This is an optimization exercise on Yosys and OpenROAD, whose aim is small area, not a production implementation. The RTL was checked by simulation tests, not by an equivalence proof against the original design. Power is estimated from default activity; no workload was simulated.

Design tpms_decoder, start of the top module:
module tpms_decoder (
    input  wire        clk,
    input  wire        rst,
    input  wire        cmd_valid,
    input  wire [34:0] cmd,
    output wire        out_valid,
    output wire [31:0] rec_sensor_id,
    output wire [15:0] rec_pressure,
    output wire [15:0] rec_temperature,
    output wire [1:0]  rec_battery,
    output wire [63:0] rec_raw_bits,
    output wire [15:0] rec_raw_count
);
For scale: roughly 350 cells after synthesis, roughly 190 I/O pins, about 3900 um^2 of cells after synthesis.
==> module tpms_decoder, before the edit <==
module tpms_decoder (
    input  wire        clk,
    input  wire        rst,
    input  wire        cmd_valid,
    input  wire [34:0] cmd,
    output wire        out_valid,
    output wire [31:0] rec_sensor_id,
    output wire [15:0] rec_pressure,
    output wire [15:0] rec_temperature,
    output wire [1:0]  rec_battery,
    output wire [63:0] rec_raw_bits,
    output wire [15:0] rec_raw_count
);
    reg        live;        
    reg        act;         
    reg        phase;       
    reg [6:0]  cnt;         
    reg [59:0] acc_n;       
    reg [7:0]  crc;
    wire [1:0]  op    = cmd[34:33];
    wire        level = cmd[32];
    wire [31:0] d     = cmd[31:0];
    wire        opnd0 = (cmd[32:0] == 33'd0);
    wire feed  = cmd_valid & (op == 2'b00);
    wire alloc = cmd_valid & (op == 2'b10) & opnd0;
    wire rstc  = cmd_valid & (op == 2'b01) & opnd0;
    wire freec = cmd_valid & (op == 2'b11) & opnd0;
    wire dsm  = (d[31:10] == 22'd0);
    wire [3:0] h  = d[9:6];
    wire [5:0] lo = d[5:0];
    wire w_short = dsm & (((h == 4'd0) & (&lo)) | (h == 4'd1) | ((h == 4'd2) & (lo <= 6'd55)));
    wire w_long  = dsm & (((h == 4'd2) & (lo > 6'd55)) | (h == 4'd3) | ((h == 4'd4) & (lo <= 6'd48)));
    wire w_start = dsm & (((h == 4'd6) & (lo >= 6'd44)) | (h == 4'd7) | ((h == 4'd8) & (lo <= 6'd36)));
    wire b      = ~acc_n[0];
    wire e      = b ^ phase;                  
    wire ok     = (level == e) & (w_short | (w_long & ~phase));
    wire shift  = phase | ~w_short;           
    wire bitv   = ~level;
    wire pre    = (cnt[6:3] == 4'd0);
    wire last   = cnt[6] & cnt[1] & cnt[0];    
    wire kill   = ~ok | (shift & pre & ~level) | (shift & last);
    wire       in_c     = (cnt[6:3] == 4'd1);
    wire       fb       = crc[7] & ~pre;
    wire [7:0] crc_step = {crc[6:0], 1'b0} ^ {5'b0, fb, fb, fb} ^
                          (in_c ? {bitv, 2'b00, bitv, bitv, 3'b000} : {7'b0, bitv});
    always @(posedge clk) begin
        if (feed & shift) begin
            acc_n <= {acc_n[58:0], level};
            crc <= crc_step;
        end
        if (rst)
            live <= 1'b0;
        else if (alloc)
            live <= 1'b1;
        else if (freec)
            live <= 1'b0;
        if (rst | alloc | rstc)
            act <= 1'b0;
        else if (feed)
            act <= act ? ~kill : (level & w_start);
        if (!act) begin
            phase <= 1'b0;
            cnt   <= 7'd0;
        end else if (feed) begin
            phase <= ~phase & w_short;
            if (shift & ok)
                cnt <= cnt + 7'd1;
        end
    end
    wire        vld = live & cnt[6] & cnt[2] & (crc == 8'd0);    
    wire [59:0] f   = ~acc_n & {60{vld}};
    wire [7:0] g  = ~acc_n[7:0];
    wire       c3 = g[2] | g[1];
    wire       c4 = g[3] | c3;
    wire       c5 = g[4] & c4;
    wire       c6 = g[5] & c5;
    wire       c7 = g[6] | c6;
    wire       c8 = g[7] | c7;
    wire [15:0] t = {{8{~c8}}, ~(g[7] ^ c7), ~(g[6] ^ c6), g[5] ^ c5, g[4] ^ c4,
                     ~(g[3] ^ c3), ~(g[2] ^ g[1]), ~g[1], g[0]};
    assign out_valid       = vld;
    assign rec_sensor_id   = {8'h00, f[41:18]};
    assign rec_pressure    = {7'h00, f[17:9]};
    assign rec_temperature = t & {16{vld}};
    assign rec_battery     = {vld, 1'b0};
    assign rec_raw_bits    = {4'h0, f};
    assign rec_raw_count   = {10'd0, vld, vld, vld, vld, 2'b00};
endmodule
clock: 8.0 ns
lec_check: 0
cap_margin: 20
core_margin: 2
core_utilization: 40
slew_margin: 20
run.sh (not shown) runs the stock make flow with config.mk's settings and CLKGATE_MAP_FILE= SYNTH_SCRIPT=/design/flow/synth_recipe.tcl, a recipe that flattens the netlist after the stock synthesis.
Rerun with:
==> flow/design.v (replaced) <==
module tpms_decoder (
    input  wire        clk,
    input  wire        rst,
    input  wire        cmd_valid,
    input  wire [34:0] cmd,
    output wire        out_valid,
    output wire [31:0] rec_sensor_id,
    output wire [15:0] rec_pressure,
    output wire [15:0] rec_temperature,
    output wire [1:0]  rec_battery,
    output wire [63:0] rec_raw_bits,
    output wire [15:0] rec_raw_count
);
    reg        live;        
    reg        act;         
    reg        phase;       
    reg [6:0]  cnt;         
    reg [59:0] acc_n;       
    reg [7:0]  crc;
    reg        vld;
    wire [1:0]  op    = cmd[34:33];
    wire        level = cmd[32];
    wire [31:0] d     = cmd[31:0];
    wire        opnd0 = (cmd[32:0] == 33'd0);
    wire feed  = cmd_valid & (op == 2'b00);
    wire alloc = cmd_valid & (op == 2'b10) & opnd0;
    wire rstc  = cmd_valid & (op == 2'b01) & opnd0;
    wire freec = cmd_valid & (op == 2'b11) & opnd0;
    wire dsm  = (d[31:10] == 22'd0);
    wire [9:0] dl = d[9:0];
    wire w_short = dsm & (dl >= 10'd63)  & (dl <= 10'd183);
    wire w_long  = dsm & (dl >= 10'd184) & (dl <= 10'd304);
    wire w_start = dsm & (dl >= 10'd428) & (dl <= 10'd548);
    wire b      = ~acc_n[0];
    wire e      = b ^ phase;                  
    wire ok     = (level == e) & (w_short | (w_long & ~phase));
    wire shift  = phase | ~w_short;           
    wire bitv   = ~level;
    wire pre    = (cnt[6:3] == 4'd0);
    wire last   = cnt[6] & cnt[1] & cnt[0];    
    wire kill   = ~ok | (shift & pre & ~level) | (shift & last);
    wire       in_c     = (cnt[6:3] == 4'd1);
    wire       fb       = crc[7] & ~pre;
    wire [7:0] crc_step = {crc[6:0], 1'b0} ^ {5'b0, fb, fb, fb} ^
                          (in_c ? {bitv, 2'b00, bitv, bitv, 3'b000} : {7'b0, bitv});
    wire       crc_ok   = (crc_step == 8'd0);
    always @(posedge clk) begin
        if (feed & shift) begin
            acc_n <= {acc_n[58:0], level};
            crc <= crc_step;
        end
        if (rst) begin
            live <= 1'b0;
            vld  <= 1'b0;
        end else begin
            if (alloc)
                live <= 1'b1;
            else if (freec)
                live <= 1'b0;
            vld <= feed & live & act & ok & shift & last & crc_ok;
        end
        if (alloc | rstc)
            act <= 1'b0;
        else if (feed)
            act <= act ? ~kill : (level & w_start);
        if (!act) begin
            phase <= 1'b0;
            cnt   <= 7'd0;
        end else if (feed) begin
            phase <= ~phase & w_short;
            if (shift)
                cnt <= cnt + 7'd1;
        end
    end
    wire [59:0] f = ~acc_n & {60{vld}};
    wire [15:0] t = {8'h00, f[7:0]} - 16'd50;
    assign out_valid       = vld;
    assign rec_sensor_id   = {8'h00, f[41:18]};
    assign rec_pressure    = {7'h00, f[17:9]};
    assign rec_temperature = t & {16{vld}};
    assign rec_battery     = {vld, 1'b0};
    assign rec_raw_bits    = {4'h0, f};
    assign rec_raw_count   = {10'd0, vld, vld, vld, vld, 2'b00};
endmodule
- The new run ran to the end with no violations
- non-clock buffer count shrinks by 1
- global-route usage shrinks by 0.13 points
- count of clock-buffer cells in the layout does not change
- clock skew hardly moves
- sequential cell count grows by 1
- routed wire length grows by about 3.5%
- worst hold slack hardly moves
- die area grows by 2.8%
- clock power grows by about 2%

[port drivers added, routing unchanged]
Ports are ideal in the flow. The routed layouts listed here were re-timed in OpenROAD.
Step 1, drivers: a clkbuf_16 drives clk and a buf_2 each remaining input, both assumed.
Step 2, shift: input delay + t, output delay - t, t = (earliest + latest rising clock arrival at the registers) / 2. This alone moves slack from input paths to output paths.
Three values: ideal, step 1, step 2; two values: the first two.
run	t (ns)	slack for setup (ns)	worst setup path after step 2	worst slew at a driven data input, ns	pins driven straight from the clock port
the first run	0.353	3.703 / 3.675 / 3.928	input to register	0.03	1
the second run	0.371	3.080 / 3.050 / 3.422	register to output	0.03	1
After both steps setup and hold are still met in every run listed.
